What follows belongs to an exercise in optimizing a design on an open flow for small area, a short achievable clock period and few clock cycles; a production flow would make more cautious choices. Function was checked by simulation only, so behaviour that the tests miss may differ from the original. Power and IR drop assume default switching activity.

## pmark_codec
module pmark_codec #(
    parameter CAP = 256                 
) (
    input  wire       clk,
    input  wire       rst,              
    input  wire       cmd_valid,
    input  wire [7:0] cmd_data,
    output wire       cmd_ready,
    input  wire       raw_valid,
    input  wire [7:0] raw_data,
    output wire       raw_ready,
    output wire       rsp_valid,
    output wire [7:0] rsp_data,
    input  wire       rsp_ready,
    output wire       tx_valid,
    output wire [8:0] tx_char,
    input  wire       tx_ready,
    output wire [8:0] b0_len,
    output wire [8:0] b1_len,
    output wire [1:0] rx_phase,
    output wire       rx_marked,
    output wire       rx_escaped,
    output wire       rx_done,
    output wire [7:0] rx_err,
    output wire [8:0] rx_explen,
    output wire [1:0] pmode
);
Size in the first run: roughly 85 I/O pins, roughly 130,000 um2 of cells after synthesis.
export LEC_CHECK = 0
export CAP_MARGIN = 20
export CORE_MARGIN = 2
export CORE_UTILIZATION = 45
export CTS_BUF_LIST = sky130_fd_sc_hd__clkbuf_16
export CTS_CLUSTER_DIAMETER = 90
export CTS_CLUSTER_SIZE = 26
export PLACE_DENSITY = 0.6
export SLEW_MARGIN = 20
export TNS_END_PERCENT = 100
create_clock -name core_clock -period 11.0 [get_ports {clk}]
standard.sh (not shown) runs the stock make flow with config.mk's settings and CLKGATE_MAP_FILE= SYNTH_SCRIPT=/design/flow/synth_recipe.tcl, a recipe that flattens the netlist after the stock synthesis.
==> flow/flow/run.sh <==
#!/bin/bash
set -euo pipefail
bash standard.sh SETUP_SLACK_MARGIN=7.5 TNS_END_PERCENT=100 finish > flow_standard.log 2>&1
Testbench counts at the start, summed over its fixed seeds: cycles 10,816.
Next try:
--- a/flow/design.v
+++ b/flow/design.v
@@ -182,12 +182,14 @@
     wire txh0 = tx_busy && !tx_s;
     wire txh1 = tx_busy &&  tx_s;
     reg        take;
     reg [2:0]  push_n;
     reg [7:0]  pb0, pb1, pb2, pb3, pb4;
     reg        pbar;
+    reg [2:0]  rbd;                     
+    reg [7:0]  sl1;
     reg [1:0]  pkind;                   
     reg        tx_start;
     reg        aw_en, aw_b, aw_islo;
     reg [7:0]  aw_oh;                   
     reg [7:0]  aw_d;
     reg [4:0]  aw_tap;
@@ -224,13 +226,13 @@
     reg [15:0] nn;
     integer    k;
     always @(*) begin
         take = 1'b0;
         push_n = 3'd0;
         pb0 = 8'h00; pb1 = 8'h00; pb2 = 8'h00; pb3 = 8'h00; pb4 = 8'h00;
-        pbar = 1'b0; pkind = K_BYTE;
+        pbar = 1'b0; pkind = K_BYTE; rbd = 3'd0; sl1 = 8'd0;
         tx_start = 1'b0;
         aw_en = 1'b0; aw_b = 1'b0; aw_oh = 8'd0; aw_d = 8'h00; aw_tap = 5'd0; aw_islo = 1'b0;
         seti_en = 1'b0; ctl_en = 1'b0; wide_b = 1'b0;
         seti_d = {hd, arg};
         ctl_sp = hd;
         xst_n = xst; op_n = op; argk_n = argk; arg_n = arg; pcnt_n = pcnt;
@@ -398,13 +400,19 @@
                             pb0 = sf_own ? 8'hF3 : 8'h00;
                         end
                     end else begin
                         take = 1'b1; xst_n = X_PAY; pcnt_n = nn; pone_n = (nn == 16'd1);
                         aok_n = !sf_own && (nn <= (16'd256 - {7'd0, cap_len}));
                         xi_n = cap_len; xlt8_n = sf_llt8; x3_n = cap_h3;
-                        xslot_n = addm(s ? lslot1 : lslot0, 4'd1);
+                        sl1 = addm(s ? lslot1 : lslot0, 4'd1);
+                        if (llt80 && llt81 && !tx_busy) begin
+                            rbd = 3'd7 - sl1[2:0];
+                            xslot_n = addm(sl1, {1'b0, rbd});
+                        end else begin
+                            xslot_n = sl1;
+                        end
                     end
                 end
                 o_appb: begin  
                     if (sf_own) begin
                         if (sp1ok) begin take = 1'b1; push_n = 3'd1; pb0 = 8'hF3; xst_n = X_OP; end
                     end else if (sf_lf) begin
@@ -779,13 +787,13 @@
             cap_h3 <= cap_h3_n;
             sf_llt8 <= sf_llt8_n;
             sf_lf  <= sf_lf_n;
             sf_own <= sf_own_n;
             sf_lal <= ((op_n[0] ? lslot1[2:0] : lslot0[2:0]) == 3'd6);
             txhs   <= tx_busy_n && ((tx_start ? hs : tx_s) == op_n[0]);
-            T      <= addm(T, 4'd1);
+            T      <= addm(T, 4'd1 + {1'b0, rbd});
             rsel   <= rsel_n;
             tslot  <= tslot_n;
             tx_busy <= tx_busy_n;
             if (tx_start) begin
                 tx_s    <= hs;
                 tx_len  <= len_hs;
@@ -815,26 +823,26 @@
             case (lop0)
                 L_INC:  begin len0 <= len0 + 9'd1; h30 <= h30 + 10'd3; lz0 <= 1'b0; l40 <= (len0 == 9'd3); llt80 <= (len0 < 9'd7); lf0 <= (len0 == 9'd255); end
                 L_SET0: begin len0 <= 9'd0; h30 <= 10'h3FF; lslot0 <= addm(T, 4'd10); lz0 <= 1'b1; l40 <= 1'b0; llt80 <= 1'b1; lf0 <= 1'b0; end
                 L_SET4: begin len0 <= 9'd4; h30 <= 10'd11; lslot0 <= addm(T, 4'd6);  lz0 <= 1'b0; l40 <= 1'b1; llt80 <= 1'b1; lf0 <= 1'b0; end
                 L_SET6: begin len0 <= 9'd6; h30 <= 10'd17; lslot0 <= addm(T, 4'd4);  lz0 <= 1'b0; l40 <= 1'b0; llt80 <= 1'b1; lf0 <= 1'b0; end
                 L_SETX: begin len0 <= xi + 9'd1; h30 <= x3 + 10'd3; lslot0 <= xslot; lz0 <= 1'b0; l40 <= (xi == 9'd3); llt80 <= (xi < 9'd7); lf0 <= (xi == 9'd255); end
-                default: lslot0 <= addm(lslot0, 4'd1);
+                default: lslot0 <= addm(lslot0, 4'd1 + {1'b0, rbd});
             endcase
             case (lop1)
                 L_INC:  begin len1 <= len1 + 9'd1; h31 <= h31 + 10'd3; lz1 <= 1'b0; l41 <= (len1 == 9'd3); llt81 <= (len1 < 9'd7); lf1 <= (len1 == 9'd255);
                               full1 <= ({1'b0, len1} + 10'd1 >= {1'b0, explen}); end
                 L_SET0: begin len1 <= 9'd0; h31 <= 10'h3FF; lslot1 <= addm(T, 4'd10); lz1 <= 1'b1; l41 <= 1'b0; llt81 <= 1'b1; lf1 <= 1'b0;
                               full1 <= (explen_n == 9'd0); end
                 L_SET4: begin len1 <= 9'd4; h31 <= 10'd11; lslot1 <= addm(T, 4'd6);  lz1 <= 1'b0; l41 <= 1'b1; llt81 <= 1'b1; lf1 <= 1'b0;
                               full1 <= (explen <= 9'd4); end
                 L_SET6: begin len1 <= 9'd6; h31 <= 10'd17; lslot1 <= addm(T, 4'd4);  lz1 <= 1'b0; l41 <= 1'b0; llt81 <= 1'b1; lf1 <= 1'b0;
                               full1 <= (explen <= 9'd6); end
                 L_SETX: begin len1 <= xi + 9'd1; h31 <= x3 + 10'd3; lslot1 <= xslot; lz1 <= 1'b0; l41 <= (xi == 9'd3); llt81 <= (xi < 9'd7); lf1 <= (xi == 9'd255);
                               full1 <= ({1'b0, xi} + 10'd1 >= {1'b0, explen}); end
-                default: lslot1 <= addm(lslot1, 4'd1);
+                default: lslot1 <= addm(lslot1, 4'd1 + {1'b0, rbd});
             endcase
             chg <= (lop0 != L_KEEP) || (lop1 != L_KEEP) || seti_en || ctl_en || aw_lo;
         end
         leq_r   <= (len0 == len1);
         l0le8_r <= (len0 <= 9'd8);
         eqlo_r  <= eq_lo;
After rerunning:
- die area hardly moves
- sequential cell count stays the same
- clock-buffer cell count grows by 1
- synthesized cell count went up by 0.42%
- combinational power grows by about 3%
- power climbs by 0.53%
- area after synthesis hardly moves
- routed wire length rose by about 0.9%
- worst setup slack gets worse by 0.72 ns
- final cell count increases by 0.67%
- core utilization rises by 0.31 points
- clock power barely changes
- non-clock buffer count is higher by 23
- sequential power is about the same
Testbench counts after the change, summed over its fixed seeds: cycles 10,628.

==> afterwards: timing with drivers on the ports <==
Ports are ideal in the flow. The routed layouts listed here were re-timed in OpenROAD. Step 1 sets driving cells, clkbuf_16 on the clock port and buf_2 on the other inputs (assumed; they add their load-dependent delay and slew). Step 2 times the ports against the registers' clock, not the clock port: input delays grow and output delays shrink by t, the midpoint of the rising clock arrivals with the driver on. Slacks: no drivers / after step 1 / after step 2; pairs: no drivers / after step 1.
run	t (ns)	setup slack, ns	clock arrival spread, ns	worst data-port slew with drivers (ns)	pins driven straight from the clock port
the first run	1.006	7.288 / 7.185 / 6.556	0.113 / 0.113	0.05	1
the second run	1.018	6.569 / 6.569 / 6.308	0.074 / 0.074	0.05	1
After both steps every run listed still meets setup and hold. The setup slack of the first run, which loses most, moves by -0.103 ns with the drivers and by -0.732 ns with both steps.
